What follows belongs to an exercise in optimizing a design on an open flow for small area; a production flow would make more cautious choices.
RTL that was checked went through simulation tests only; none was proved equivalent to the original.
For runs 1 to 4, only the layout was checked, not whether the RTL still works.
No driver is modelled on the clock port, so clocking that relies on it looks cheaper here than on a real chip.
No activity file was given, so power comes from the tool's default toggle rates.

`flow/flow/run.sh`:
```
#!/bin/bash
# The standard flow (standard.sh) with these changes:
#  - synthesis: the standard flow's own synthesis script (synth_recipe.tcl), except that
#    ABC maps the logic with an area-oriented script (flow/area.abc, hooked
#    in by flow/abc_override.tcl); the registers are not touched
#  - input and output port buffers: sky130_fd_sc_hd__buf_1
#  - clock tree: clkbuf_4 buffers, no dummy loads
#  - after CTS: non-critical cells downsized (flow/post_cts.tcl)
# Each tool's output is logged by ORFS under orfs/logs; make's is in
# standard.log.
set -euo pipefail
HERE=$PWD
{
  printf 'set ::env(MY_ABC_SCRIPT) {%s}\n' "$HERE/flow/area.abc"
  cat flow/abc_override.tcl
  cat synth_recipe.tcl
} > synth_area.tcl
sed "s#SYNTH_SCRIPT=[^ ]*#SYNTH_SCRIPT=$HERE/synth_area.tcl#" standard.sh > standard_area.sh
grep -q "SYNTH_SCRIPT=$HERE/synth_area.tcl" standard_area.sh
export BUFFER_PORTS_ARGS="-buffer_cell sky130_fd_sc_hd__buf_1"
export CTS_ARGS="-sink_clustering_enable -repair_clock_nets -dont_use_dummy_load -buf_list sky130_fd_sc_hd__clkbuf_4 -sink_clustering_size 9 -sink_clustering_max_diameter 45"
export POST_CTS_TCL="$HERE/flow/post_cts.tcl"
bash standard_area.sh > standard.log 2>&1
```
`flow/flow/abc_override.tcl`:
```
# ABC maps the logic between the registers with flow/area.abc, an
# area-oriented script, in place of ORFS's speed script; every other
# argument of the call is kept.
proc abc {args} {
  set i [lsearch -exact $args -script]
  if {$i >= 0} {
    set args [lreplace $args [expr {$i + 1}] [expr {$i + 1}] $::env(MY_ABC_SCRIPT)]
  }
  yosys abc {*}$args
}
```
`flow/flow/area.abc`:
```
strash
&get -n
&fraig -x
&put
scorr
dc2
strash
&get -n
&st
&syn2
&dch -f
&nf -a -R 1000
&put
```
`flow/flow/post_cts.tcl`:
```
# After CTS: downsize cells off the critical paths, then repair any slew or
# capacitance limits that broke, and legalize the placement again.
estimate_parasitics -placement
repair_timing -recover_power 100 -verbose
repair_design -slew_margin 20 -cap_margin 20 -verbose
detailed_placement
check_placement -verbose
```
`flow/standard.sh`:
```
#!/bin/bash
# synth_recipe.tcl (not shown) runs the flow's synth.tcl, then flattens the netlist and writes it again
# the make line also repeats each setting of config.mk as NAME=value (left out here)
make -C /OpenROAD-flow-scripts/flow DESIGN_CONFIG=/design/flow/config.mk WORK_HOME=/design/flow/orfs CLKGATE_MAP_FILE= SYNTH_SCRIPT=/design/flow/synth_recipe.tcl "${@:-finish}"
```
`flow/config.mk`:
```
export PLATFORM = sky130hd
export DESIGN_NAME = a362m
export DESIGN_NICKNAME = a362m
export VERILOG_FILES = /design/flow/design.v
export SDC_FILE = /design/flow/constraint.sdc
export NUM_CORES = 4
export LEC_CHECK = 0
export CAP_MARGIN = 20
export CORE_MARGIN = 2
export CORE_UTILIZATION = 60
export PLACE_DENSITY = 0.75
export SLEW_MARGIN = 20
export SYNTH_HIERARCHICAL = 1
```
`flow/constraint.sdc`:
```
create_clock -name core_clock -period 7.0 [get_ports {clk}]
set_input_delay 1.4000 -clock core_clock [delete_from_list [all_inputs] [get_ports {clk}]]
set_output_delay 1.4000 -clock core_clock [all_outputs]
set_load 0.01 [all_outputs]
```
`flow/design.v`:
```
module a362m (
    input  wire        clk,
    input  wire        rst_n,
    input  wire        cmd_valid,
    input  wire [39:0] cmd_word,
    output wire        cmd_ready,
    output reg         done_valid,
    output wire [2:0]  done_status,
    output reg  [15:0] rd,
    output reg  [15:0] fx,
    output reg  [15:0] fy,
    output reg  [15:0] fz,
    output reg  [15:0] ft,
    output reg  [63:0] burst_buf,
    output reg  [3:0]  bufn,
    output reg  [7:0]  want,
    output reg  [7:0]  echo,
    output reg  [2:0]  status,
    output reg  [3:0]  err,
    output wire        busy,
    output wire        cs_open,
    output wire        tx_valid,
    output wire [7:0]  tx_byte,
    input  wire        rx_valid,
    input  wire [7:0]  rx_byte,
    input  wire        bus_fail
);
    localparam [4:0] OP_RD1    = 5'h01, OP_WR1   = 5'h02, OP_RD2    = 5'h03,
                     OP_WR2    = 5'h04, OP_RDB   = 5'h05, OP_DEC    = 5'h08,
                     OP_RDS8   = 5'h09, OP_RDS12 = 5'h0A, OP_RDXYZT = 5'h0B,
                     OP_WRC    = 5'h10, OP_SETB  = 5'h11, OP_SETF   = 5'h12,
                     OP_RDF    = 5'h13, OP_MEASON= 5'h14, OP_SRESET = 5'h15,
                     OP_CFGACT = 5'h18, OP_CFGINACT = 5'h19;
    localparam [2:0] ST_OK = 3'd0, ST_TF = 3'd1, ST_VM = 3'd2, ST_IF = 3'd3,
                     ST_IC = 3'd4;
    localparam [3:0] K_PLAIN = 4'd0,    
                     K_WR2   = 4'd1,
                     K_VFY   = 4'd2,    
                     K_RD2   = 4'd3,    
                     K_RDB   = 4'd4,
                     K_XYZT  = 4'd5,
                     K_SETF  = 4'd6,
                     K_RDF   = 4'd7,
                     K_ACT   = 4'd8,
                     K_INACT = 4'd9;
    localparam [1:0] S_IDLE = 2'd0, S_XFER = 2'd1, S_GAP = 2'd2, S_LOOP = 2'd3;
    reg [1:0]  state;
    reg [2:0]  step;
    reg [3:0]  bidx;         
    reg [3:0]  op;           
    reg        al;           
    reg [7:0]  b [0:7];
    wire [39:0] c   = cmd_word;
    wire [4:0]  cop = c[39:35];
    wire z0  = (c[7:0]   == 8'd0);
    wire z1  = (c[15:8]  == 8'd0);
    wire z2  = (c[23:16] == 8'd0);
    wire z3  = (c[31:24] == 8'd0);
    wire z72 = (c[7:2]   == 6'd0);
    wire r3  = (c[34:32] == 3'd0);
    wire r2  = (c[33:32] == 2'd0);
    reg c_legal;
    always @(*) begin
        case (cop)
            OP_RD1, OP_RD2:     c_legal = r3 & z0 & z1 & z2;
            OP_WR1, OP_RDB,
            OP_WRC:             c_legal = r3 & z1 & z2;
            OP_WR2:             c_legal = r3 & z2;
            OP_DEC:             c_legal = r2 & z2 & z3;
            OP_RDS8:            c_legal = r3 & z72 & z1 & z2 & z3;
            OP_RDS12:           c_legal = r2 & z72 & z1 & z2 & z3;
            OP_RDXYZT:          c_legal = r2 & z0 & z1 & z2 & z3;
            OP_SETB, OP_RDF:    c_legal = r3 & z0 & z1;
            OP_SETF:            c_legal = r3 & z1;
            OP_MEASON,
            OP_SRESET:          c_legal = r3 & z0 & z1 & z2 & z3;
            OP_CFGACT,
            OP_CFGINACT:        c_legal = ~c[34] & ~c[32];
            default:            c_legal = 1'b0;
        endcase
    end
    wire c_ctrl_bad = !((c[31:28] == 4'h2) && (c[27:24] != 4'hF));
    reg c_inval;
    always @(*) begin
        case (cop)
            OP_RDB:      c_inval = z0 | (c[7:3] != 5'd0 && c[7:0] != 8'd8);
            OP_RDS8:     c_inval = (c[1:0] == 2'd3);
            OP_WRC, OP_SETB:
                         c_inval = c_ctrl_bad;
            OP_SETF, OP_RDF:
                         c_inval = c_ctrl_bad | z2;
            OP_CFGACT:   c_inval = (c[31:27] != 5'd0) | ~z1;
            OP_CFGINACT: c_inval = (c[31:27] != 5'd0);
            default:     c_inval = 1'b0;
        endcase
    end
    reg [3:0] c_cls;
    always @(*) begin
        case (cop)
            OP_WR2:                     c_cls = K_WR2;
            OP_WRC, OP_SETB:            c_cls = K_VFY;
            OP_RD2, OP_RDS12, OP_DEC:   c_cls = K_RD2;
            OP_RDB:                     c_cls = K_RDB;
            OP_RDXYZT:                  c_cls = K_XYZT;
            OP_SETF:                    c_cls = K_SETF;
            OP_RDF:                     c_cls = K_RDF;
            OP_CFGACT:                  c_cls = K_ACT;
            OP_CFGINACT:                c_cls = K_INACT;
            default:                    c_cls = K_PLAIN;
        endcase
    end
    wire c_dec  = (cop == OP_DEC);
    wire c_setb = (cop == OP_SETB);
    wire c_loop = (cop == OP_SETF) | (cop == OP_RDF);
    reg [2:0] c_step;
    always @(*) begin
        case (cop)
            OP_CFGACT, OP_CFGINACT:       c_step = 3'd0;
            OP_SETB, OP_SETF, OP_MEASON:  c_step = 3'd2;
            OP_WR1, OP_WR2, OP_WRC,
            OP_SRESET:                    c_step = 3'd3;
            default:                      c_step = 3'd5;
        endcase
    end
    wire [7:0] c_b0 = c[7:0] | (c_setb ? c[23:16] : 8'h00) |
                      ((cop == OP_MEASON) ? 8'h02 : 8'h00) |
                      ((cop == OP_SRESET) ? 8'h52 : 8'h00);
    reg [7:0] c_addr;
    always @(*) begin
        case (cop)
            OP_RDS8:   c_addr = {6'b000010, c[1:0]};
            OP_RDS12:  c_addr = {3'b000, c[1:0] != 2'd0, c[1:0] == 2'd0,    
                                  c[1] ~^ c[0], ~c[0], 1'b0};
            OP_RDXYZT: c_addr = 8'h0E;
            OP_MEASON: c_addr = 8'h2D;
            OP_SRESET: c_addr = 8'h1F;
            default:   c_addr = 8'h00;
        endcase
    end
    wire [7:0] c_b1 = {c[15:12] & {4{c[34] | ~c_dec}}, c[11:8]};
    wire flag    = b[7][3];
    wire o_cfg   = op[3];
    wire o_act   = o_cfg & ~op[0];
    wire o_setf  = (op == K_SETF);
    wire o_rdf   = (op == K_RDF);
    wire o_rdb   = (op == K_RDB);
    wire o_xyzt  = (op == K_XYZT);
    wire o_wr2   = (op == K_WR2);
    wire o_rd2   = (op == K_RD2);
    wire wr_frame = (step == 3'd0) | (step == 3'd1) | (step == 3'd3);
    wire off1     = (step == 3'd4);
    wire s2       = (step == 3'd2);
    reg [7:0] f_addr;
    always @(*) begin
        case (step)
            3'd0: f_addr = o_act ? 8'h20 : 8'h23;
            3'd1: f_addr = o_act ? 8'h22 : 8'h25;
            3'd4: f_addr = 8'h27;
            default: f_addr = o_cfg ? 8'h27 : b[3];
        endcase
    end
    reg [2:0] f_lastj;
    always @(*) begin
        if (step == 3'd0 || (step == 3'd1 && !o_act) ||
            (step == 3'd3 && o_wr2) ||
            (step == 3'd5 && o_rd2))
            f_lastj = 3'd1;
        else if (step == 3'd5 && o_xyzt) f_lastj = 3'd7;
        else f_lastj = 3'd0;
    end
    wire [7:0] p0 = (step == 3'd0) ? b[2] : b[0];
    wire [7:0] p1 = (step == 3'd0) ? b[3] : b[1];
    wire hdr = bidx[3];
    assign tx_byte = hdr ? (bidx[0] ? f_addr : {7'b0000101, ~wr_frame}) :
                     !wr_frame ? 8'h00 : (bidx[0] ? p1 : p0);
    assign tx_valid    = (state == S_XFER);
    assign cs_open     = tx_valid;
    assign cmd_ready   = (state == S_IDLE);
    assign busy        = !cmd_ready;
    assign done_status = status;
    wire [3:0] bidx_inc = bidx + 4'd1;
    wire last = !hdr && ((step == 3'd5 && o_rdb) ? (bidx_inc[2:0] == b[7][2:0])
                                                 : (bidx[2:0] == f_lastj));
    wire hmask = bidx[0] & ~flag & (o_rd2 | o_xyzt);
    wire [7:0] rx_eff = {rx_byte[7:4] & {4{~hmask}}, rx_byte[3:0]} &
                        (o_rdf ? b[2] : 8'hFF);
    wire [2:0] wj = {bidx[2:1], bidx[0] | off1};   
    wire aligning = !al & b[2][0];
    wire thermo_bad = |(b[2][7:1] & ~b[2][6:0]);
    wire val_bad = o_setf & |(b[0] & ~b[2]);
    wire rot0 = o_setf ? (al | b[2][0]) : (!al & !b[2][0]);
    wire need_vfy = o_cfg | ((op == K_VFY || o_setf) && b[3] == 8'h27);
    wire [7:0] rx_b0 = (rx_eff & ~(b[2] & {8{s2 & ~o_cfg}})) |
                       (b[0] & {8{s2 & ~o_cfg}}) |
                       ((s2 & o_cfg) ? (op[0] ? (flag ? 8'h0C : 8'h04)
                                               : (flag ? 8'h03 : 8'h01)) : 8'h00);
    wire accept   = (state == S_IDLE) & cmd_valid;
    wire in_gap   = (state == S_GAP);
    wire in_loop  = (state == S_LOOP);
    wire loop_end = in_loop & bidx[3];
    wire commit   = (in_gap & (step == 3'd5) & ~o_rdf) | (loop_end & (step == 3'd6));
    wire vfy_end  = in_gap & (step == 3'd4);
    wire wr_end   = in_gap & (step == 3'd3) & ~need_vfy;
    wire chk_fail = in_loop & ~bidx[3] & aligning & (thermo_bad | val_bad);
    wire tf       = tx_valid & bus_fail;
    wire vm       = vfy_end & (b[0] != b[1]);
    wire fin_ic = accept & ~c_legal;
    wire fin_if = (accept & c_legal & c_inval) | chk_fail;
    wire fin    = fin_ic | fin_if | tf | commit | vfy_end | wr_end;
    wire [2:0] code = {fin_ic, fin_if | vm, fin_if | tf};
    wire en_rd   = commit & ~o_xyzt & ~o_rdb;
    wire rd_hi   = o_rd2;
    wire en_xyzt = commit & o_xyzt;
    wire en_rdb  = commit & o_rdb;
    wire k_rd    = rst_n & en_rd;
    wire k_rdh   = rst_n & en_rd & rd_hi;
    wire h_rd    = rst_n & ~en_rd;
    wire k_xyzt  = rst_n & en_xyzt;
    wire h_xyzt  = rst_n & ~en_xyzt;
    wire k_vfy   = rst_n & vfy_end;
    wire h_vfy   = rst_n & ~vfy_end;
    wire k_fin   = rst_n & fin;
    wire h_fin   = rst_n & ~fin;
    wire k_bn    = rst_n & en_rdb;
    wire h_bn    = rst_n & ~en_rdb;
    wire [15:0] n_rd, n_fx, n_fy, n_fz, n_ft;
    wire [7:0]  n_want, n_echo;
    wire [3:0]  n_bufn;
    wire [2:0]  n_status;
    a362m_hold #(8)  u_rdl (.s(b[0]), .q(rd[7:0]),  .k(k_rd),  .h(h_rd), .d(n_rd[7:0]));
    a362m_hold #(8)  u_rdh (.s(b[1]), .q(rd[15:8]), .k(k_rdh), .h(h_rd), .d(n_rd[15:8]));
    a362m_hold #(64) u_f   (.s({b[7], b[6], b[5], b[4], b[3], b[2], b[1], b[0]}),
                            .q({ft, fz, fy, fx}), .k(k_xyzt), .h(h_xyzt),
                            .d({n_ft, n_fz, n_fy, n_fx}));
    a362m_hold #(16) u_we  (.s({b[1], b[0]}), .q({echo, want}), .k(k_vfy), .h(h_vfy),
                            .d({n_echo, n_want}));
    a362m_hold #(4)  u_bn  (.s(bidx), .q(bufn), .k(k_bn), .h(h_bn), .d(n_bufn));
    a362m_hold #(3)  u_st  (.s(code), .q(status), .k(k_fin), .h(h_fin), .d(n_status));
    always @(posedge clk) begin
        rd   <= n_rd;
        fx   <= n_fx;
        fy   <= n_fy;
        fz   <= n_fz;
        ft   <= n_ft;
        want <= n_want;
        echo <= n_echo;
        bufn <= n_bufn;
        status <= n_status;
        err[0] <= rst_n & (err[0] | tf);
        err[1] <= rst_n & (err[1] | vm);
        err[2] <= rst_n & (err[2] | fin_if);
        err[3] <= rst_n & (err[3] | fin_ic);
        done_valid <= rst_n & fin;
    end
    genvar gi;
    generate
        for (gi = 0; gi < 8; gi = gi + 1) begin : g_burst
            wire en_i = en_rdb & (gi < bidx);
            wire k_i  = rst_n & en_i;
            wire h_i  = rst_n & ~en_i;
            wire [7:0] n_i;
            a362m_hold #(8) u_bb (.s(b[gi]), .q(burst_buf[8*gi +: 8]), .k(k_i), .h(h_i), .d(n_i));
            always @(posedge clk) burst_buf[8*gi +: 8] <= n_i;
        end
    endgenerate
    always @(posedge clk) begin
        if (!rst_n) begin
            state <= S_IDLE;
        end else begin
            case (state)
                S_IDLE:
                    if (cmd_valid && c_legal && !c_inval)
                        state <= c_dec ? S_GAP : c_loop ? S_LOOP : S_XFER;
                S_XFER:
                    if (bus_fail) state <= S_IDLE;
                    else if (rx_valid && last) state <= S_GAP;
                S_LOOP:
                    if (!bidx[3]) begin
                        if (aligning && (thermo_bad || val_bad)) state <= S_IDLE;
                    end else if (step == 3'd6) begin
                        state <= S_IDLE;
                    end else begin
                        state <= S_XFER;
                    end
                S_GAP:
                    case (step)
                        3'd3:    state <= need_vfy ? S_XFER : S_IDLE;
                        3'd4:    state <= S_IDLE;
                        3'd5, 3'd6, 3'd7:
                                 state <= o_rdf ? S_LOOP : S_IDLE;
                        default: state <= S_XFER;
                    endcase
            endcase
        end
    end
    always @(posedge clk) begin
        case (state)
            S_IDLE: if (cmd_valid) begin
                op    <= c_cls;
                b[0]  <= c_b0;
                b[1]  <= c_b1;
                b[2]  <= c[23:16];
                b[3]  <= c[31:24] | c_addr;
                b[7][3:0] <= {(cop[4:1] == 4'b1100) ? c[33] : (c[34] | (cop == OP_RD2)), c[2:0]};
                step  <= c_step;
                bidx  <= c_loop ? 4'd0 : 4'd14;
                al    <= 1'b0;
            end
            S_XFER: begin
                if (!bus_fail && rx_valid) begin
                    if (!hdr && !wr_frame) begin
                        if (wj == 3'd0) b[0] <= rx_b0;
                        else b[wj] <= rx_eff;
                    end
                    bidx <= bidx_inc;
                end
            end
            S_LOOP: begin
                if (!bidx[3]) begin
                    b[2] <= {b[2][0], b[2][7:1]};
                    if (rot0) b[0] <= {b[0][0], b[0][7:1]};
                    if (aligning) al <= 1'b1;
                    bidx <= bidx_inc;
                end else begin
                    bidx <= 4'd14;
                end
            end
            S_GAP: begin
                bidx <= 4'd14;
                case (step)
                    3'd0: step <= 3'd1;
                    3'd1: step <= 3'd2;
                    3'd2: step <= 3'd3;
                    3'd3: step <= 3'd4;
                    3'd4: ;
                    default: begin
                        step <= 3'd6;
                        bidx <= 4'd0;
                        al   <= 1'b0;
                    end
                endcase
            end
        endcase
    end
endmodule
module a362m_hold #(parameter W = 8) (
    input  wire [W-1:0] s,
    input  wire [W-1:0] q,
    input  wire         k,
    input  wire         h,
    output wire [W-1:0] d
);
    assign d = (s & {W{k}}) | (q & {W{h}});
endmodule
```
==> results.yml, run 1 <==
run_status:
  status: "complete, no violations"
yosys:
  netlist_area_sq_um: 10220
  synthTopCellsByCount: "174 x dfxtp_1, 171 x a22o_1, 101 x nor2_1"
  netlist_instances: 936
  synthTopCellsByArea: "dfxtp_1 34%, edfxtp_1 22%, a22o_1 15%, nor2_1 3.7%, a21oi_1 3.0%"
  ys_ff_latch: 250
  synthArstFlopShare_pct: 0
  syn_area_per_cell_sq_um: 10.92
  synth_cell_type_count: 53
  synth_most_common_cell: "dfxtp_1"
  synth_top_cell_by_area: "dfxtp_1"
  synth_nets: 1001
  yosysSeqAreaShare_pct: 56.40
  synth-main-ff-cell: "dfxtp_1"
  yosys_warnings: 7
  synth_edf_count: 76
  synth_top_area_share_pct: 34.08
setup_path:
  path_delay_family: "simple AND/OR/NAND/NOR gates"
  path_cells: "or2_0 > nor2_2 > mux4_2 > nand2_1 > o21ai_0 > buf_1"
  cp.arrival_ps: 3040
  crit_type: "reg2out"
  slowest_delay_ps: 580
  cp.required_ps: 5600
  end_kind: "output pin"
  crit_slowest_cell: "mux4_2"
  critPathMaxFanout: 10
  cp.buffers_inverters: 1
  cp-start-kind: "flip-flop"
die:
  dieArea_sq_um: 18100
  fp-row-count: 47
  initial_core_util_pct: 61.42
  coreArea_sq_um: 16640
  io_pins: 240
  die_w_microns: 134.5
  die_h_microns: 134.5
cts:
  clock_latency_ps: 650
  clk_pin_slew_worst_paths_ps: 100
  clock_sinks: 250
  cts_tree: "done"
route:
  first_pass_iters: 6
  drc: 0
  vias: 9261
  post_drt_wl_per_cell_microns: 22.29
  drt-total-wl_microns: 32080
  vias_per_cell: 6.436
  ant_nets: 0
  drt_iter0_drc: 1076
timing:
  finalSetupViolCount: 0
  clock_skew_ps: 72.53
  tightest_slew_ps: 1108
  period_needed_ps: 4442
  max_freq_mhz: 225.1
  finalCritPeriodShare_pct: 63.45
  hold_violations: 0
  slew_headroom_pct: 25.55
  drv_slew: 0
  tns_ps: 0
  rsz0062_at_grt: "no"
power:
  powerDensity_nw_per_um2: 207.6
  static-leakage-power_nw: 4.179
  ir_drop_mv: 0.1611
finish:
  multiInputGateArea_sq_um: 4332
  ff_latch_area_sq_um: 5766
  finalNetCount: 1285
  drive_above_1_share_pct: 4.680
  syn_to_final_growth_pct: 14.93
  fill_cells: 1323
  finish.utilization_pct: 70.60
job:
  cap_viol_max_count: 0
grt:
  met2_usage_pct: 52.83
  grt.overflow.total: 0
  grt_pass1_vias: 8537
  grt-busiest-layer: "met2"
  antenna_found_initial: 1
  grt_first_pass_wirelength_microns: 47940
  track_usage_pct: 34.36
  gr-usage-met3_pct: 7.357
  grt_use_met1_pct: 47.44
  grt_max_degree: 65
placement:
  gp_congestion: 0.9898
  portBuffers: 239
  hpwlAfterDp_microns: 23000
min_path:
  worstHoldPathType: "reg2reg"
-- state kept, by name, summed over array words and instances, names as in the netlist, 2 cells and up --
signal,count
b,64
burst_buf,64
ft,16
fx,16
fy,16
fz,16
rd,16
echo,8
want,8
bidx,4
bufn,4
err,4
op,4
status,3
step,3
state,2
-- cells in the final DEF (no fill, tap or decap), types with 17 or more instances in the layout --
| cell type | instances |
|---|---|
| nand2b_1 | 17 |
| dfxtp_1 | 174 |
| clkinv_1 | 35 |
| nor2_1 | 99 |
| nand2_1 | 59 |
| edfxtp_1 | 76 |
| a22o_1 | 171 |
| nor3_1 | 28 |
| clkbuf_4 | 35 |
| buf_1 | 238 |
| o21ai_0 | 45 |
| a21oi_1 | 61 |
-- per-layer routing --
| layer | vias to the layer above | part of all wire, % |
|---|---|---|
| met2 | 617 | 45 |
| met3 | 89 | 11 |
| li1 | 4186 | - |
| met4 | 0 | 3.6 |
| met1 | 4369 | 40 |
| met5 | - | 0 |
-- stage by stage --
step | setup WS [ps] | cells | hold slack (ps) | cell area (sq um) | power [mW]
2_1_floorplan | 1469 | 936 | 463.4 | 10220 | 1.683
3_3_place_gp | 2728 | 1401 | 449.6 | 11460 | 1.775
3_5_place_dp | 2593 | 1401 | 442.1 | 11470 | 1.776
5_1_grt | 2439 | 1439 | 487.5 | 11750 | 2.512
6_report | 2558 | 1439 | 458.0 | 11750 | 2.439
-- report_power, final --
part	internal, mW	total (mW)	switching, mW
Clock	0.231	0.686	0.455
Combinational	0.0605	0.185	0.124
Sequential	1.51	1.57	0.0525
-- tightest hold or removal path, cell delays in order, from the launching register on --
cell	delay, ps
dfxtp_1	330
clkinv_1	40
a21oi_1	50
-- area by class of cell --
cell class / instances / share of cell area, %
Antenna cell: 1 / 0.02130
Clock buffer: 35 / 2.236
Inverter: 35 / 1.118
Multi-Input combinational cell: 647 / 36.87
Sequential cell: 250 / 49.07
Tap cell: 220 / 2.343
Timing Repair Buffer: 251 / 8.339
-- logic make-up after synthesis --
family	Yosys count	share of synthesized area, %
compound gates	339	24.58
xor+xnor	15	1.285
fa+ha+maj	12	1.469
buf+inv	39	1.579
flops	250	56.40
mux	17	2.693
simple gates	264	12.00
-- worst paths after layout --
kind / end / start / slack [ps] / cells after the start
worst min-delay path: err[2] / err[2] / 460 / 2
worst max-delay path: tx_byte[0] / step[1] / 2560 / 6
worst min register to register: err[2] / err[2] / 460 / 2
worst max register to register: b[1][4] / bidx[3] / 3200 / 8
==> run 2: changes to the inputs <==
--- a/flow/design.v
+++ b/flow/design.v
@@ -33,21 +33,18 @@
                      OP_CFGACT = 5'h18, OP_CFGINACT = 5'h19;
     localparam [2:0] ST_OK = 3'd0, ST_TF = 3'd1, ST_VM = 3'd2, ST_IF = 3'd3,
                      ST_IC = 3'd4;
-    localparam [3:0] K_PLAIN = 4'd0,    
-                     K_WR2   = 4'd1,
-                     K_VFY   = 4'd2,    
-                     K_RD2   = 4'd3,    
-                     K_RDB   = 4'd4,
-                     K_XYZT  = 4'd5,
-                     K_SETF  = 4'd6,
-                     K_RDF   = 4'd7,
-                     K_ACT   = 4'd8,
-                     K_INACT = 4'd9;
     localparam [1:0] S_IDLE = 2'd0, S_XFER = 2'd1, S_GAP = 2'd2, S_LOOP = 2'd3;
+    localparam [2:0] T_RDT  = 3'b000,    
+                     T_THR  = 3'b001,    
+                     T_VFY  = 3'b010,    
+                     T_TIME = 3'b011,    
+                     T_DATA = 3'b100,    
+                     T_WR   = 3'b101,    
+                     T_RDFP = 3'b110;    
     reg [1:0]  state;
     reg [2:0]  step;
     reg [3:0]  bidx;         
-    reg [3:0]  op;           
+    reg [4:0]  op;
     reg        al;           
     reg [7:0]  b [0:7];
     wire [39:0] c   = cmd_word;
@@ -94,32 +91,17 @@
             default:     c_inval = 1'b0;
         endcase
     end
-    reg [3:0] c_cls;
-    always @(*) begin
-        case (cop)
-            OP_WR2:                     c_cls = K_WR2;
-            OP_WRC, OP_SETB:            c_cls = K_VFY;
-            OP_RD2, OP_RDS12, OP_DEC:   c_cls = K_RD2;
-            OP_RDB:                     c_cls = K_RDB;
-            OP_RDXYZT:                  c_cls = K_XYZT;
-            OP_SETF:                    c_cls = K_SETF;
-            OP_RDF:                     c_cls = K_RDF;
-            OP_CFGACT:                  c_cls = K_ACT;
-            OP_CFGINACT:                c_cls = K_INACT;
-            default:                    c_cls = K_PLAIN;
-        endcase
-    end
     wire c_dec  = (cop == OP_DEC);
     wire c_setb = (cop == OP_SETB);
     wire c_loop = (cop == OP_SETF) | (cop == OP_RDF);
     reg [2:0] c_step;
     always @(*) begin
         case (cop)
-            OP_CFGACT, OP_CFGINACT:       c_step = 3'd0;
-            OP_SETB, OP_SETF, OP_MEASON:  c_step = 3'd2;
+            OP_CFGACT, OP_CFGINACT:       c_step = T_THR;
+            OP_SETB, OP_SETF, OP_MEASON:  c_step = T_RDT;
             OP_WR1, OP_WR2, OP_WRC,
-            OP_SRESET:                    c_step = 3'd3;
-            default:                      c_step = 3'd5;
+            OP_SRESET:                    c_step = T_WR;
+            default:                      c_step = T_DATA;
         endcase
     end
     wire [7:0] c_b0 = c[7:0] | (c_setb ? c[23:16] : 8'h00) |
@@ -139,37 +121,41 @@
     end
     wire [7:0] c_b1 = {c[15:12] & {4{c[34] | ~c_dec}}, c[11:8]};
     wire flag    = b[7][3];
-    wire o_cfg   = op[3];
+    wire o_cfg   = (op[4:1] == 4'b1100);
     wire o_act   = o_cfg & ~op[0];
-    wire o_setf  = (op == K_SETF);
-    wire o_rdf   = (op == K_RDF);
-    wire o_rdb   = (op == K_RDB);
-    wire o_xyzt  = (op == K_XYZT);
-    wire o_wr2   = (op == K_WR2);
-    wire o_rd2   = (op == K_RD2);
-    wire wr_frame = (step == 3'd0) | (step == 3'd1) | (step == 3'd3);
-    wire off1     = (step == 3'd4);
-    wire s2       = (step == 3'd2);
+    wire o_setf  = (op == OP_SETF);
+    wire o_rdf   = (op == OP_RDF);
+    wire o_rdb   = (op == OP_RDB);
+    wire o_xyzt  = (op == OP_RDXYZT);
+    wire o_rds12 = (op == OP_RDS12);
+    wire o_rds8  = (op == OP_RDS8);
+    wire o_meas  = (op == OP_MEASON);
+    wire o_srst  = (op == OP_SRESET);
+    wire o_wr2   = (op == OP_WR2);
+    wire o_rd2   = (op == OP_RD2);
+    wire wr_frame = step[0];
+    wire off1     = (step == T_VFY);
+    wire s2       = (step == T_RDT);
     reg [7:0] f_addr;
     always @(*) begin
         case (step)
-            3'd0: f_addr = o_act ? 8'h20 : 8'h23;
-            3'd1: f_addr = o_act ? 8'h22 : 8'h25;
-            3'd4: f_addr = 8'h27;
+            T_THR: f_addr = o_act ? 8'h20 : 8'h23;
+            T_TIME: f_addr = o_act ? 8'h22 : 8'h25;
+            T_VFY: f_addr = 8'h27;
             default: f_addr = o_cfg ? 8'h27 : b[3];
         endcase
     end
     reg [2:0] f_lastj;
     always @(*) begin
-        if (step == 3'd0 || (step == 3'd1 && !o_act) ||
-            (step == 3'd3 && o_wr2) ||
-            (step == 3'd5 && o_rd2))
+        if (step == T_THR || (step == T_TIME && !o_act) ||
+            (step == T_WR && o_wr2) ||
+            (step == T_DATA && (o_rd2 || o_rds12)))
             f_lastj = 3'd1;
-        else if (step == 3'd5 && o_xyzt) f_lastj = 3'd7;
+        else if (step == T_DATA && o_xyzt) f_lastj = 3'd7;
         else f_lastj = 3'd0;
     end
-    wire [7:0] p0 = (step == 3'd0) ? b[2] : b[0];
-    wire [7:0] p1 = (step == 3'd0) ? b[3] : b[1];
+    wire [7:0] p0 = (step == T_THR) ? b[2] : b[0];
+    wire [7:0] p1 = (step == T_THR) ? b[3] : b[1];
     wire hdr = bidx[3];
     assign tx_byte = hdr ? (bidx[0] ? f_addr : {7'b0000101, ~wr_frame}) :
                      !wr_frame ? 8'h00 : (bidx[0] ? p1 : p0);
@@ -179,9 +165,9 @@
     assign busy        = !cmd_ready;
     assign done_status = status;
     wire [3:0] bidx_inc = bidx + 4'd1;
-    wire last = !hdr && ((step == 3'd5 && o_rdb) ? (bidx_inc[2:0] == b[7][2:0])
+    wire last = !hdr && ((step == T_DATA && o_rdb) ? (bidx_inc[2:0] == b[7][2:0])
                                                  : (bidx[2:0] == f_lastj));
-    wire hmask = bidx[0] & ~flag & (o_rd2 | o_xyzt);
+    wire hmask = bidx[0] & ~flag & (o_rds12 | o_xyzt);
     wire [7:0] rx_eff = {rx_byte[7:4] & {4{~hmask}}, rx_byte[3:0]} &
                         (o_rdf ? b[2] : 8'hFF);
     wire [2:0] wj = {bidx[2:1], bidx[0] | off1};   
@@ -189,7 +175,7 @@
     wire thermo_bad = |(b[2][7:1] & ~b[2][6:0]);
     wire val_bad = o_setf & |(b[0] & ~b[2]);
     wire rot0 = o_setf ? (al | b[2][0]) : (!al & !b[2][0]);
-    wire need_vfy = o_cfg | ((op == K_VFY || o_setf) && b[3] == 8'h27);
+    wire need_vfy = o_cfg | ((op == OP_WRC || op == OP_SETB || o_setf) && b[3] == 8'h27);
     wire [7:0] rx_b0 = (rx_eff & ~(b[2] & {8{s2 & ~o_cfg}})) |
                        (b[0] & {8{s2 & ~o_cfg}}) |
                        ((s2 & o_cfg) ? (op[0] ? (flag ? 8'h0C : 8'h04)
@@ -198,9 +184,9 @@
     wire in_gap   = (state == S_GAP);
     wire in_loop  = (state == S_LOOP);
     wire loop_end = in_loop & bidx[3];
-    wire commit   = (in_gap & (step == 3'd5) & ~o_rdf) | (loop_end & (step == 3'd6));
-    wire vfy_end  = in_gap & (step == 3'd4);
-    wire wr_end   = in_gap & (step == 3'd3) & ~need_vfy;
+    wire commit   = (in_gap & (step == T_DATA) & ~o_rdf) | (loop_end & (step == T_RDFP));
+    wire vfy_end  = in_gap & (step == T_VFY);
+    wire wr_end   = in_gap & (step == T_WR) & ~need_vfy;
     wire chk_fail = in_loop & ~bidx[3] & aligning & (thermo_bad | val_bad);
     wire tf       = tx_valid & bus_fail;
     wire vm       = vfy_end & (b[0] != b[1]);
@@ -209,7 +195,7 @@
     wire fin    = fin_ic | fin_if | tf | commit | vfy_end | wr_end;
     wire [2:0] code = {fin_ic, fin_if | vm, fin_if | tf};
     wire en_rd   = commit & ~o_xyzt & ~o_rdb;
-    wire rd_hi   = o_rd2;
+    wire rd_hi   = o_rd2 | o_rds12 | (op == OP_DEC);
     wire en_xyzt = commit & o_xyzt;
     wire en_rdb  = commit & o_rdb;
     wire k_rd    = rst_n & en_rd;
@@ -277,16 +263,16 @@
                 S_LOOP:
                     if (!bidx[3]) begin
                         if (aligning && (thermo_bad || val_bad)) state <= S_IDLE;
-                    end else if (step == 3'd6) begin
+                    end else if (step == T_RDFP) begin
                         state <= S_IDLE;
                     end else begin
                         state <= S_XFER;
                     end
                 S_GAP:
                     case (step)
-                        3'd3:    state <= need_vfy ? S_XFER : S_IDLE;
-                        3'd4:    state <= S_IDLE;
-                        3'd5, 3'd6, 3'd7:
+                        T_WR:    state <= need_vfy ? S_XFER : S_IDLE;
+                        T_VFY:   state <= S_IDLE;
+                        T_DATA, T_RDFP, 3'b111:
                                  state <= o_rdf ? S_LOOP : S_IDLE;
                         default: state <= S_XFER;
                     endcase
@@ -296,12 +282,12 @@
     always @(posedge clk) begin
         case (state)
             S_IDLE: if (cmd_valid) begin
-                op    <= c_cls;
+                op    <= cop;
                 b[0]  <= c_b0;
                 b[1]  <= c_b1;
                 b[2]  <= c[23:16];
                 b[3]  <= c[31:24] | c_addr;
-                b[7][3:0] <= {(cop[4:1] == 4'b1100) ? c[33] : (c[34] | (cop == OP_RD2)), c[2:0]};
+                b[7][3:0] <= {(cop[4:1] == 4'b1100) ? c[33] : c[34], c[2:0]};
                 step  <= c_step;
                 bidx  <= c_loop ? 4'd0 : 4'd14;
                 al    <= 1'b0;
@@ -328,13 +314,13 @@
             S_GAP: begin
                 bidx <= 4'd14;
                 case (step)
-                    3'd0: step <= 3'd1;
-                    3'd1: step <= 3'd2;
-                    3'd2: step <= 3'd3;
-                    3'd3: step <= 3'd4;
-                    3'd4: ;
+                    T_THR:  step <= T_TIME;
+                    T_TIME: step <= T_RDT;
+                    T_RDT:  step <= T_WR;
+                    T_WR:   step <= T_VFY;
+                    T_VFY:  ;
                     default: begin
-                        step <= 3'd6;
+                        step <= T_RDFP;
                         bidx <= 4'd0;
                         al   <= 1'b0;
                     end
==> flow/flow/area.abc (replaced) <==
strash
&get -n
&fraig -x
&put
scorr
dc2
strash
dch -f
map -a
&get -n
&st
&syn2
&dch -f
&nf -a -R 1000
&put
==> run 2 against run 1 <==
Still clean on timing, DRC and antenna; count of clock-buffer cells in the layout is the same; area after synthesis is 0.60% lower; maximum frequency fell by 0.34%; sequential power about the same; design area shrank 0.67%; non-clock buffer count decreased by 1; combinational power grew 3%; total power rose by 0.24%; cell count is 1.3% lower; critical path depth fell by 2; critical path type unchanged.
==> results.yml, run 2 <==
setup_path:
  cp.arrival_ps: 3060
  reg2reg_depth: 8
  crit_start: "bidx[0]"
  crit_type: "reg2out"
  rr_endpoint: "burst_buf[2]"
  r2r_setup_slack_ps: 2880
  endpoint: "tx_byte[0]"
  end_kind: "output pin"
  cp-start-kind: "flip-flop"
  cp.required_ps: 5600
  r2r-start: "op[3]"
  critPathMaxFanout: 15
die:
  coreArea_sq_um: 16580
  fp-row-count: 47
  die_h_microns: 134.1
  dieArea_sq_um: 17990
  io_pins: 240
  die_w_microns: 134.1
  initial_core_util_pct: 61.27
yosys:
  synth_cell_type_count: 54
  netlist_area_sq_um: 10160
  synth_top_cell_by_area: "dfxtp_1"
  synthArstFlopShare_pct: 0
  synth_edf_count: 77
  synthTopCellsByArea: "dfxtp_1 34%, edfxtp_1 23%, a22o_1 15%, nor2_1 3.0%, nand2_1 2.9%"
  ys_ff_latch: 251
  synth_most_common_cell: "dfxtp_1"
  yosys_warnings: 7
  syn_area_per_cell_sq_um: 11.06
  synthTopCellsByCount: "174 x dfxtp_1, 173 x a22o_1, 81 x nor2_1"
  netlist_instances: 919
  yosysSeqAreaShare_pct: 57.04
  synth-main-ff-cell: "dfxtp_1"
  synth_nets: 982
  synth_top_area_share_pct: 34.28
route:
  wl_met3_microns: 3786
  top_layer: "met4"
  wl_met2_microns: 14230
  vias: 9418
  first_pass_iters: 6
  vias_per_cell: 6.632
  ant_nets: 0
  wl_met1_microns: 13460
  drt_iter0_drc: 997
  drc: 0
  drt-total-wl_microns: 32540
  post_drt_wl_per_cell_microns: 22.92
finish:
  layout_commonest_cell: "buf_1"
  syn_to_final_growth_pct: 14.85
  top_regs: "b x64, burst_buf x64"
  drive_above_1_share_pct: 4.500
  fin_cells: 1420
  layout_common_cells: "235 x buf_1, 174 x dfxtp_1, 173 x a22o_1"
  finalNetCount: 1265
  diodes: 0
min_path:
  worstHoldPathType: "reg2reg"
timing:
  clock_skew_ps: 52.46
  tightest_slew_ps: 1124
  finalSetupViolCount: 0
  hold_violations: 0
  tns_ps: 0
  max_freq_mhz: 224.4
  drv_slew: 0
  slew_headroom_pct: 24.47
  rsz0062_at_grt: "no"
  period_needed_ps: 4457
  finalCritPeriodShare_pct: 63.67
power:
  switching_share_pct: 25.75
  static-leakage-power_nw: 4.252
  p_seq_share_pct: 64.2
  clkPwrFrac_pct: 27.9
  switchingPower_uw: 629.6
  p_total_mw: 2.445
  ir_drop_mv: 0.1662
  powerDensity_nw_per_um2: 209.5
  p_int_mw: 1.815
  combinationalPowerShare_pct: 7.8
job:
  cap_viol_max_count: 0
cts:
  clk_pin_slew_worst_paths_ps: 90
  cts_tree: "done"
  clock_latency_ps: 620
  clock_sinks: 251
grt:
  grt_max_degree: 65
  track_usage_pct: 34.70
  grt_first_pass_wirelength_microns: 48340
  antenna_found_initial: 0
  grt.overflow.total: 0
  grt_pass1_vias: 8436
run_status:
  status: "complete, no violations"
placement:
  placed_cells: 1382
  gp_congestion: 1.000
  hpwlAfterDp_microns: 23330
  portBuffers: 239
==> run 2: cell count changes in the layout (fill, tap and decap cells not counted), moves of 9 or more <==
cell and delta:
nand2_1 +20, nor2_1 -20, nor3_1 -14, xor2_1 +9
==> run 2: worst max-delay path, stage by stage, from the launching register on <==
cell	delay, ps
edfxtp_1	750
clkinv_1	620
mux4_2	650
a22o_1	270
buf_1	140
==> run 2: layout make-up <==
cell class / count / area [sq um]
Clock buffer: 35 / 262.8
Multi-Input combinational cell: 633 / 4239
Inverter: 31 / 116.4
Fill cell: 1310 / 4913
Tap cell: 220 / 275.3
Sequential cell: 251 / 5796
Timing Repair Buffer: 250 / 980.9
==> run 2: how the worst min path moves through the flow <==
stage / startpoint / cells past startpoint / endpoint
6_report: fx[0] / 1 / fx[0]
3_3_place_gp: ft[3] / 1 / ft[3]
3_5_place_dp: fz[3] / 1 / fz[3]
5_1_grt: fx[0] / 1 / fx[0]
2_1_floorplan: b[4][0] / 1 / burst_buf[32]
==> run 2: layer usage <==
| layer | vias to the layer above | GRT usage (%) |
|---|---|---|
| met1 | 4531 | 50.55 |
| met2 | 668 | 53.02 |
| met5 | - | 0 |
| met4 | 0 | 9.942 |
| li1 | 4133 | - |
| met3 | 86 | 7.181 |
==> run 2: logic make-up (layout without fill, tap and decap cells) <==
family / count (synthesis) / in the layout / synth area share [%]
AO/OA/AOI/OAI: 337 / 337 / 24.84
AND/OR/NAND/NOR: 257 / 257 / 11.78
multiplexers: 13 / 13 / 2.290
flip-flops: 251 / 251 / 57.04
buffers and inverters: 35 / 316 / 1.441
XOR/XNOR: 16 / 16 / 1.379
adder cells (fa/ha/maj): 10 / 10 / 1.231
==> run 2: stage by stage <==
stage	utilization (%)	instance area, sq um	worst slack [ps]	hold slack (ps)
6_report	70.37	11670	2543	473.7
5_1_grt	70.37	11670	2452	486.9
3_5_place_dp	68.63	11380	2806	450.6
3_3_place_gp	68.60	11380	2907	449.7
2_1_floorplan	-	10160	1502	475.6
==> run 2: power groups by stage <==
stage	clock network, mW	registers, mW	logic, mW
after floorplan	0	1.58	0.108
after global placement	0	1.60	0.182
after detailed placement	0	1.60	0.183
after global routing	0.743	1.57	0.204
final	0.683	1.57	0.191
==> run 3: changes to the inputs <==
--- a/flow/flow/run.sh
+++ b/flow/flow/run.sh
@@ -18,6 +18,6 @@
 sed "s#SYNTH_SCRIPT=[^ ]*#SYNTH_SCRIPT=$HERE/synth_area.tcl#" standard.sh > standard_area.sh
 grep -q "SYNTH_SCRIPT=$HERE/synth_area.tcl" standard_area.sh
 export BUFFER_PORTS_ARGS="-buffer_cell sky130_fd_sc_hd__buf_1"
-export CTS_ARGS="-sink_clustering_enable -repair_clock_nets -dont_use_dummy_load -buf_list sky130_fd_sc_hd__clkbuf_4 -sink_clustering_size 9 -sink_clustering_max_diameter 45"
+export CTS_ARGS="-sink_clustering_enable -repair_clock_nets -dont_use_dummy_load -buf_list sky130_fd_sc_hd__clkbuf_4 -sink_clustering_size 10 -sink_clustering_max_diameter 45"
 export POST_CTS_TCL="$HERE/flow/post_cts.tcl"
 bash standard_area.sh > standard.log 2>&1
==> run 3 against run 2 <==
Non-clock buffer count is the same; die area is the same; flip-flop and latch count is the same; cell count shrank 0.14%; sequential share of layout area grew 0.11 points; routed wire length is essentially flat; design area shrank 0.21%; register-to-register slack lost 140 ps; critical endpoint unchanged; largest power group unchanged.
==> results.yml, run 3 <==
power:
  p_int_mw: 1.786
  clkPwrFrac_pct: 26.8
  ir_drop_mv: 0.1651
  switching_share_pct: 25.89
  p_seq_share_pct: 65.2
  combinationalPowerShare_pct: 8.0
  powerDensity_nw_per_um2: 206.9
  switchingPower_uw: 623.9
  static-leakage-power_nw: 4.234
finish:
  syn_to_final_growth_pct: 14.60
  layout_commonest_cell: "buf_1"
  finish.utilization_pct: 70.22
  finalNetCount: 1261
  top_regs: "b x64, burst_buf x64"
  layout_common_cells: "235 x buf_1, 174 x dfxtp_1, 173 x a22o_1"
  drive_above_1_share_pct: 4.181
timing:
  slew_headroom_pct: 26.31
  finalSetupViolCount: 0
  clock_skew_ps: 84.76
  tightest_slew_ps: 1097
  tns_ps: 0
  drv_slew: 0
  hold_violations: 0
  max_freq_mhz: 219.4
  rsz0062_at_grt: "no"
  finalCritPeriodShare_pct: 65.12
  period_needed_ps: 4558
route:
  drc: 0
  vias_per_cell: 6.543
  drt_iter0_drc: 1108
  first_pass_iters: 9
  ant_nets: 0
  drt-total-wl_microns: 32520
  vias: 9278
  post_drt_wl_per_cell_microns: 22.94
cts:
  cts_tree: "done"
  clock_latency_ps: 710
  clk_pin_slew_worst_paths_ps: 100
  clock_sinks: 251
yosys:
  netlist_instances: 919
  yosysSeqAreaShare_pct: 57.04
  synth_most_common_cell: "dfxtp_1"
  synth_cell_type_count: 54
  netlist_area_sq_um: 10160
  synth-main-ff-cell: "dfxtp_1"
  synth_top_cell_by_area: "dfxtp_1"
  synth_nets: 982
  synthTopCellsByArea: "dfxtp_1 34%, edfxtp_1 23%, a22o_1 15%, nor2_1 3.0%, nand2_1 2.9%"
  synthArstFlopShare_pct: 0
  ys_ff_latch: 251
  yosys_warnings: 7
  synth_top_area_share_pct: 34.28
  synth_edf_count: 77
  synthTopCellsByCount: "174 x dfxtp_1, 173 x a22o_1, 81 x nor2_1"
  syn_area_per_cell_sq_um: 11.06
die:
  die_h_microns: 134.1
  dieArea_sq_um: 17990
  die_w_microns: 134.1
  io_pins: 240
  initial_core_util_pct: 61.27
  coreArea_sq_um: 16580
  fp-row-count: 47
setup_path:
  cp.arrival_ps: 3160
  critPathMaxFanout: 15
  slowest_delay_ps: 770
  cp-start-kind: "flip-flop"
  cp.required_ps: 5600
  path_cells: "clkinv_1 > mux4_2 > a22o_1 > buf_1"
  crit_slowest_cell: "edfxtp_1"
  crit_type: "reg2out"
  end_kind: "output pin"
job:
  cap_viol_max_count: 0
placement:
  portBuffers: 239
  gp_congestion: 1.000
  hpwlAfterDp_microns: 23330
grt:
  grt_max_degree: 65
  grt_first_pass_wirelength_microns: 48100
  antenna_found_initial: 1
  grt.overflow.total: 0
  track_usage_pct: 34.41
  grt_pass1_vias: 8463
run_status:
  status: "complete, no violations"
min_path:
  worstHoldPathType: "reg2reg"
-- run 3: cell counts after synthesis --
Identical to the previous run, type by type.
-- run 3: logic make-up after synthesis --
family,share of synthesized area (%)
AO/OA/AOI/OAI,24.84
AND/OR/NAND/NOR,11.78
flip-flops,57.04
buffers and inverters,1.441
XOR/XNOR,1.379
multiplexers,2.290
adder cells (fa/ha/maj),1.231
-- run 3: path summary, 6_finish.rpt --
check	from	endpoint	slack, ps	depth (start not counted)
setup / recovery	bidx[0]	tx_byte[0]	2440	4
setup reg to reg	op[3]	burst_buf[1]	2740	8
hold / removal	burst_buf[62]	burst_buf[62]	470	1
hold reg to reg	burst_buf[62]	burst_buf[62]	470	1
-- run 3: final cells by class --
class / count / area (sq um)
Multi-Input combinational cell: 633 / 4239
Fill cell: 1315 / 4938
Inverter: 31 / 116.4
Antenna cell: 2 / 5.005
Sequential cell: 251 / 5796
Tap cell: 220 / 275.3
Timing Repair Buffer: 250 / 980.9
Clock buffer: 31 / 232.7
-- run 3: metrics by stage --
step / power [mW] / worst slack (ps) / instances / instance area [sq um] / hold WS, ps
after floorplan: 1.688 / 1502 / 919 / 10160 / 475.6
after global placement: 1.782 / 2907 / 1382 / 11380 / 449.7
after detailed placement: 1.784 / 2806 / 1382 / 11380 / 450.6
after global routing: 2.475 / 2354 / 1417 / 11640 / 487.3
final: 2.409 / 2442 / 1418 / 11640 / 470.0
-- run 3: worst max-delay path: cells and delay by family (launching register included) --
| kind | cells | cell delay [ps] |
|---|---|---|
| compound gates | 1 | 270 |
| buf+inv | 2 | 770 |
| flops | 1 | 770 |
| mux | 1 | 640 |
-- run 3: power by group through the flow --
stage | sequential, mW | clock [mW] | combinational [mW]
finish | 1.57 | 0.647 | 0.192
detailed placement | 1.60 | 0 | 0.183
global route | 1.57 | 0.698 | 0.204
floorplan | 1.58 | 0 | 0.108
global placement | 1.60 | 0 | 0.182
-- run 3: routing by layer --
| metal | track usage (%) | wire (microns) |
|---|---|---|
| met4 | 10.94 | 1028 |
| met5 | 0 | 0 |
| met1 | 50.59 | 13420 |
| met3 | 5.896 | 3889 |
| met2 | 52.45 | 14190 |
==> run 4: changes to the inputs <==
--- a/flow/flow/run.sh
+++ b/flow/flow/run.sh
@@ -18,6 +18,6 @@
 sed "s#SYNTH_SCRIPT=[^ ]*#SYNTH_SCRIPT=$HERE/synth_area.tcl#" standard.sh > standard_area.sh
 grep -q "SYNTH_SCRIPT=$HERE/synth_area.tcl" standard_area.sh
 export BUFFER_PORTS_ARGS="-buffer_cell sky130_fd_sc_hd__buf_1"
-export CTS_ARGS="-sink_clustering_enable -repair_clock_nets -dont_use_dummy_load -buf_list sky130_fd_sc_hd__clkbuf_4 -sink_clustering_size 10 -sink_clustering_max_diameter 45"
+export CTS_ARGS="-sink_clustering_enable -repair_clock_nets -dont_use_dummy_load -buf_list sky130_fd_sc_hd__clkbuf_4 -sink_clustering_buffer sky130_fd_sc_hd__clkbuf_8 -sink_clustering_size 18 -sink_clustering_max_diameter 50"
 export POST_CTS_TCL="$HERE/flow/post_cts.tcl"
 bash standard_area.sh > standard.log 2>&1
==> run 4 against run 3 <==
Critical endpoint unchanged; design area rose by 0.28%; sequential power barely moved; routed wire length fell by 0.43%.
==> results.yml, run 4 <==
min_path:
  worstHoldPathType: "reg2reg"
timing:
  holdWs_ps: 471.7
  tightest_slew_ps: 1099
  drv_slew: 0
  max_freq_mhz: 225.6
  hold_violations: 0
  finalCritPeriodShare_pct: 63.33
  finalSetupViolCount: 0
  rsz0062_at_grt: "no"
  slew_headroom_pct: 26.15
  period_needed_ps: 4433
  clock_skew_ps: 94.92
  tns_ps: 0
power:
  static-leakage-power_nw: 4.235
  p_total_mw: 2.443
  ir_drop_mv: 0.1921
  powerDensity_nw_per_um2: 209.2
yosys:
  ys_ff_latch: 251
  synth_top_area_share_pct: 34.28
  synth_edf_count: 77
  yosys_warnings: 7
  synth-main-ff-cell: "dfxtp_1"
  netlist_instances: 919
  syn_area_per_cell_sq_um: 11.06
  synthTopCellsByCount: "174 x dfxtp_1, 173 x a22o_1, 81 x nor2_1"
  yosysSeqAreaShare_pct: 57.04
  synth_cell_type_count: 54
  synth_top_cell_by_area: "dfxtp_1"
  synth_nets: 982
  synthTopCellsByArea: "dfxtp_1 34%, edfxtp_1 23%, a22o_1 15%, nor2_1 3.0%, nand2_1 2.9%"
  synthArstFlopShare_pct: 0
  netlist_area_sq_um: 10160
  synth_most_common_cell: "dfxtp_1"
finish:
  multiInputGateArea_sq_um: 4239
  ff_latch_area_sq_um: 5796
  top_regs: "b x64, burst_buf x64"
  diodes: 0
  fin_area_sq_um: 11680
  layout_commonest_cell: "buf_1"
  fill_cells: 1306
  fin_cells: 1406
  drive_above_1_share_pct: 3.373
  finalNetCount: 1251
  syn_to_final_growth_pct: 14.92
  layout_common_cells: "235 x buf_1, 174 x dfxtp_1, 173 x a22o_1"
setup_path:
  cp.required_ps: 5600
  critPathMaxFanout: 15
  crit_type: "reg2out"
  end_kind: "output pin"
  r2r_setup_slack_ps: 2870
  cp-start-kind: "flip-flop"
  cp.arrival_ps: 3030
die:
  die_h_microns: 134.1
  fp-row-count: 47
  initial_core_util_pct: 61.27
  dieArea_sq_um: 17990
  io_pins: 240
  coreArea_sq_um: 16580
  die_w_microns: 134.1
route:
  vias_per_cell: 6.605
  first_pass_iters: 6
  ant_nets: 0
  vias: 9287
  post_drt_wl_per_cell_microns: 23.03
  drc: 0
  drt_iter0_drc: 1058
  drt-total-wl_microns: 32390
placement:
  hpwlAfterDp_microns: 23330
  gp_congestion: 1.000
  portBuffers: 239
  place_area_sq_um: 11380
  placed_cells: 1382
grt:
  grt_pass1_vias: 8390
  grt_max_degree: 65
  antenna_found_initial: 0
  grt_first_pass_wirelength_microns: 48250
  grt.overflow.total: 0
  track_usage_pct: 34.44
run_status:
  status: "complete, no violations"
cts:
  cts_tree: "done"
  clock_sinks: 251
  clk_pin_slew_worst_paths_ps: 70
  clock_latency_ps: 680
job:
  cap_viol_max_count: 0
## run 4: changes by cell type in the layout (fill, tap and decap cells not counted), sizes merged
cell    before  now
clkbuf      40   30
diode        2    0
## run 4: layer usage
metal	vias to the layer above	global-route usage [%]	part of all wire [%]
li1	4094	-	-
met1	4475	50.93	42
met2	615	52.76	43
met3	103	5.933	11
met4	0	9.649	3.8
met5	-	0	0
## run 4: area by class of cell
type,count,area share (%)
Clock buffer,21,2.314
Sequential cell,251,49.63
Tap cell,220,2.357
Timing Repair Buffer,250,8.400
Multi-Input combinational cell,633,36.30
Inverter,31,0.9965
## run 4: power breakdown
group          switching, mW  internal [mW]  total (mW)
clock network          0.433          0.247       0.681
logic                  0.130         0.0614       0.192
registers             0.0484           1.52        1.57
## run 4: final timing paths
path / start / end / cells after the start
worst min-delay path: fy[0] / fy[0] / 1
worst max register to register: op[3] / burst_buf[1] / 8
worst max-delay path: bidx[0] / tx_byte[0] / 4
worst min register to register: fy[0] / fy[0] / 1
## run 4: per-stage QoR
step / setup slack, ps / utilization (%)
after floorplan: 1502 / -
after global routing: 2458 / 70.42
after detailed placement: 2806 / 68.63
after global placement: 2907 / 68.60
final: 2567 / 70.42
## run 4: logic make-up after synthesis
| group | Yosys count | synth area share (%) |
|---|---|---|
| DFF | 251 | 57.04 |
| adders and majority gates | 10 | 1.231 |
| and+or+nand+nor | 257 | 11.78 |
| muxes | 13 | 2.290 |
| xor gates and xnor gates | 16 | 1.379 |
| buffers and inverters | 35 | 1.441 |
| AOI/OAI and AO/OA | 337 | 24.84 |
## run 4: worst max-delay path, stage by stage (launching register included)
cell and delay [ps]:
edfxtp_1 740, clkinv_1 620, mux4_2 650, a22o_1 280
buf_1 150
==> run 5: changes to the inputs <==
--- a/flow/design.v
+++ b/flow/design.v
@@ -45,7 +45,6 @@
     reg [2:0]  step;
     reg [3:0]  bidx;         
     reg [4:0]  op;
-    reg        al;           
     reg [7:0]  b [0:7];
     wire [39:0] c   = cmd_word;
     wire [4:0]  cop = c[39:35];
@@ -171,6 +170,7 @@
     wire [7:0] rx_eff = {rx_byte[7:4] & {4{~hmask}}, rx_byte[3:0]} &
                         (o_rdf ? b[2] : 8'hFF);
     wire [2:0] wj = {bidx[2:1], bidx[0] | off1};   
+    wire al = b[1][0];
     wire aligning = !al & b[2][0];
     wire thermo_bad = |(b[2][7:1] & ~b[2][6:0]);
     wire val_bad = o_setf & |(b[0] & ~b[2]);
@@ -290,7 +290,6 @@
                 b[7][3:0] <= {(cop[4:1] == 4'b1100) ? c[33] : c[34], c[2:0]};
                 step  <= c_step;
                 bidx  <= c_loop ? 4'd0 : 4'd14;
-                al    <= 1'b0;
             end
             S_XFER: begin
                 if (!bus_fail && rx_valid) begin
@@ -305,7 +304,7 @@
                 if (!bidx[3]) begin
                     b[2] <= {b[2][0], b[2][7:1]};
                     if (rot0) b[0] <= {b[0][0], b[0][7:1]};
-                    if (aligning) al <= 1'b1;
+                    if (aligning) b[1][0] <= 1'b1;
                     bidx <= bidx_inc;
                 end else begin
                     bidx <= 4'd14;
@@ -322,7 +321,7 @@
                     default: begin
                         step <= T_RDFP;
                         bidx <= 4'd0;
-                        al   <= 1'b0;
+                        b[1][0] <= 1'b0;
                     end
                 endcase
             end
--- a/flow/flow/run.sh
+++ b/flow/flow/run.sh
@@ -18,6 +18,6 @@
 sed "s#SYNTH_SCRIPT=[^ ]*#SYNTH_SCRIPT=$HERE/synth_area.tcl#" standard.sh > standard_area.sh
 grep -q "SYNTH_SCRIPT=$HERE/synth_area.tcl" standard_area.sh
 export BUFFER_PORTS_ARGS="-buffer_cell sky130_fd_sc_hd__buf_1"
-export CTS_ARGS="-sink_clustering_enable -repair_clock_nets -dont_use_dummy_load -buf_list sky130_fd_sc_hd__clkbuf_4 -sink_clustering_buffer sky130_fd_sc_hd__clkbuf_8 -sink_clustering_size 18 -sink_clustering_max_diameter 50"
+export CTS_ARGS="-sink_clustering_enable -repair_clock_nets -dont_use_dummy_load -buf_list sky130_fd_sc_hd__clkbuf_4 -sink_clustering_size 10 -sink_clustering_max_diameter 45"
 export POST_CTS_TCL="$HERE/flow/post_cts.tcl"
 bash standard_area.sh > standard.log 2>&1
--- a/flow/config.mk
+++ b/flow/config.mk
@@ -7,7 +7,7 @@
 export LEC_CHECK = 0
 export CAP_MARGIN = 20
 export CORE_MARGIN = 2
-export CORE_UTILIZATION = 60
-export PLACE_DENSITY = 0.75
+export CORE_UTILIZATION = 70
+export PLACE_DENSITY = 0.8
 export SLEW_MARGIN = 20
 export SYNTH_HIERARCHICAL = 1
==> run 5 against run 4 <==
Still clean on timing, DRC and antenna; via count increased by 5.1%; sequential power about the same; flip-flop and latch count decreased by 1; non-clock buffer count decreased by 4; critical path type unchanged; largest power group unchanged.
==> results.yml, run 5 <==
yosys:
  synth_top_area_share_pct: 34.72
  synth-main-ff-cell: "dfxtp_1"
  syn_area_per_cell_sq_um: 11.26
  ys_ff_latch: 250
  synth_top_cell_by_area: "dfxtp_1"
  synth_edf_count: 76
  synthArstFlopShare_pct: 0
  synth_nets: 954
  netlist_area_sq_um: 10030
  synth_cell_type_count: 54
  synthTopCellsByArea: "dfxtp_1 35%, edfxtp_1 23%, a22o_1 15%, nor2_1 2.5%, o21ai_0 2.5%"
  netlist_instances: 891
  yosysSeqAreaShare_pct: 57.47
  synthTopCellsByCount: "174 x a22o_1, 174 x dfxtp_1, 76 x edfxtp_1"
  yosys_warnings: 7
setup_path:
  path_cells: "clkinv_1 > a2111oi_0 > o21ai_0 > a22o_1 > buf_1"
  cp.buffers_inverters: 2
  cp.arrival_ps: 3090
  cp.required_ps: 5600
  crit_type: "reg2out"
  r2r-start: "bidx[3]"
  critPathMaxFanout: 20
  end_kind: "output pin"
  r2r_setup_slack_ps: 3240
  reg2reg_depth: 7
  slowest_delay_ps: 1060
  cp-start-kind: "flip-flop"
  crit_slowest_cell: "edfxtp_1"
  path_delay_family: "flip-flops"
  rr_endpoint: "burst_buf[2]"
min_path:
  worstHoldStart: "fz[14]"
  worstHoldPathType: "reg2reg"
  whs_path_depth: 1
  whs_endpoint: "fz[14]"
route:
  post_drt_wl_per_cell_microns: 25.42
  ant_nets: 0
  drt-total-wl_microns: 34170
  drt_iter0_drc: 1651
  vias: 9765
  vias_per_cell: 7.266
  drc: 0
  first_pass_iters: 11
timing:
  slew_headroom_pct: 29.29
  drv_slew: 0
  finalSetupViolCount: 0
  hold_violations: 0
  tightest_slew_ps: 1061
  max_freq_mhz: 222.8
  clock_skew_ps: 93.63
  tns_ps: 0
  finalCritPeriodShare_pct: 64.13
  holdWs_ps: 476.4
  rsz0062_at_grt: "no"
  period_needed_ps: 4489
cts:
  cts_tree: "done"
  clock_sinks: 250
  clk_pin_slew_worst_paths_ps: 100
  clock_latency_ps: 710
grt:
  track_usage_pct: 43.61
  grt_pass1_vias: 8964
  grt.overflow.total: 0
  antenna_found_initial: 1
  grt_max_degree: 65
  grt_first_pass_wirelength_microns: 50420
finish:
  syn_to_final_growth_pct: 14.04
  top_regs: "b x64, burst_buf x64"
  layout_commonest_cell: "buf_1"
  finalNetCount: 1228
  fill_cells: 796
  layout_common_cells: "238 x buf_1, 174 x a22o_1, 174 x dfxtp_1"
  drive_above_1_share_pct: 4.299
die:
  die_w_microns: 123.7
  die_h_microns: 123.7
  initial_core_util_pct: 71.99
  dieArea_sq_um: 15310
  fp-row-count: 43
  coreArea_sq_um: 13930
  io_pins: 240
run_status:
  status: "complete, no violations"
job:
  cap_viol_max_count: 0
power:
  switching_share_pct: 26.02
  combinationalPowerShare_pct: 7.4
  clkPwrFrac_pct: 27.1
  switchingPower_uw: 621.4
  ir_drop_mv: 0.1557
  p_int_mw: 1.767
  static-leakage-power_nw: 4.154
  powerDensity_nw_per_um2: 208.7
  p_seq_share_pct: 65.5
placement:
  portBuffers: 239
  gp_congestion: 0.9970
  hpwlAfterDp_microns: 24190
run 5: cell count changes after synthesis, moves of 8 or more:
cell / previous run / this run
nand2_1: 79 / 59
nor2_1: 81 / 67
o211ai_1: 13 / 5
o21ai_0: 42 / 50
xor2_1: 15 / 7
run 5: final cells by class:
type	instances	area, sq um	area share, %
Tap cell	180	225.2	1.968
Sequential cell	250	5766	50.39
Inverter	37	138.9	1.214
Timing Repair Buffer	246	952.2	8.322
Multi-Input combinational cell	600	4131	36.11
Clock buffer	30	225.2	1.968
Antenna cell	1	2.502	0.02187
run 5: worst max-delay path by stage:
stage,end,slack [ps],cells past startpoint,from
final,tx_byte[1],2510,5,bidx[0]
after global routing,tx_byte[1],2340,5,bidx[0]
after detailed placement,status[2],2560,14,cmd_word[36]
after global placement,status[1],2640,14,cmd_word[11]
after floorplan,ft[14],2680,3,rst_n
run 5: power by group through the flow:
stage	Clock (mW)	Sequential, mW	Combinational [mW]
2_1_floorplan	0	1.57	0.101
3_3_place_gp	0	1.59	0.163
3_5_place_dp	0	1.59	0.167
5_1_grt	0.687	1.56	0.188
6_report	0.647	1.56	0.176
run 5: metal layers:
layer	vias to the layer above	GRT usage [%]	share of wire, %
met5	-	0	0
met4	0	21.24	6.0
met3	214	11.68	15
met2	1015	68.58	44
met1	4516	56.12	35
li1	4020	-	-
run 5: logic make-up (layout without fill, tap and decap cells):
family | after synthesis | in the layout | synth area share [%]
compound gates | 348 | 348 | 26.00
flops | 250 | 250 | 57.47
simple gates | 218 | 218 | 10.33
buf+inv | 41 | 313 | 1.684
mux | 13 | 13 | 2.307
xor+xnor | 11 | 11 | 0.9603
fa+ha+maj | 10 | 10 | 1.247
other cells | 0 | 1 | 0
run 5: worst reg2reg max path, stage by stage (launching register included):
cell	delay [ps]
edfxtp_1	710
nand3_1	200
o21ai_0	650
nand3_1	570
clkinv_1	210
nand2_1	300
a21oi_1	740
a22o_1	270
run 5: stage by stage:
step / cell area (sq um) / util (%) / cells / total power, mW / setup WS, ps
3_3_place_gp: 11180 / 80.21 / 1311 / 1.753 / 2635
6_report: 11440 / 82.10 / 1344 / 2.388 / 2511
5_1_grt: 11440 / 82.10 / 1344 / 2.440 / 2339
3_5_place_dp: 11180 / 80.23 / 1311 / 1.759 / 2559
2_1_floorplan: 10030 / - / 891 / 1.672 / 2684

==> afterwards: timing with drivers on the ports <==
The results above use ideal ports. As a check the final layouts listed here were re-extracted and re-timed, cells and wires unchanged.
Step 1 assumes that a clkbuf_16 drives the clock port and a buf_2 every other input.
Step 2 moves the port delays by t, midway between the first and last clock arrival at a register: inputs arrive t later, outputs are due t later. That takes back most of the time a late clock gives input paths.
Slacks: no drivers / after step 1 / after step 2; pairs: no drivers / after step 1.
run	shift t [ns]	setup WS [ns]	worst hold slack (ns)	worst setup path at the end	worst register clock-pin slew, ns
run 1	0.654	2.558 / 2.517 / 2.502	0.458 / 0.458 / 0.458	input to register	0.11 / 0.11
run 2	0.632	2.543 / 2.505 / 2.682	0.474 / 0.474 / 0.474	input to register	0.10 / 0.10
run 3	0.710	2.442 / 2.401 / 2.582	0.470 / 0.470 / 0.470	input to register	0.11 / 0.11
run 4	0.668	2.567 / 2.528 / 2.600	0.472 / 0.472 / 0.472	input to register	0.11 / 0.11
run 5	0.705	2.511 / 2.471 / 2.470	0.476 / 0.476 / 0.476	input to register	0.12 / 0.12
After both steps setup and hold are still met in every run listed. For run 1, which loses most, drivers alone change the setup slack by -0.041 ns; drivers and shift together by -0.056 ns.
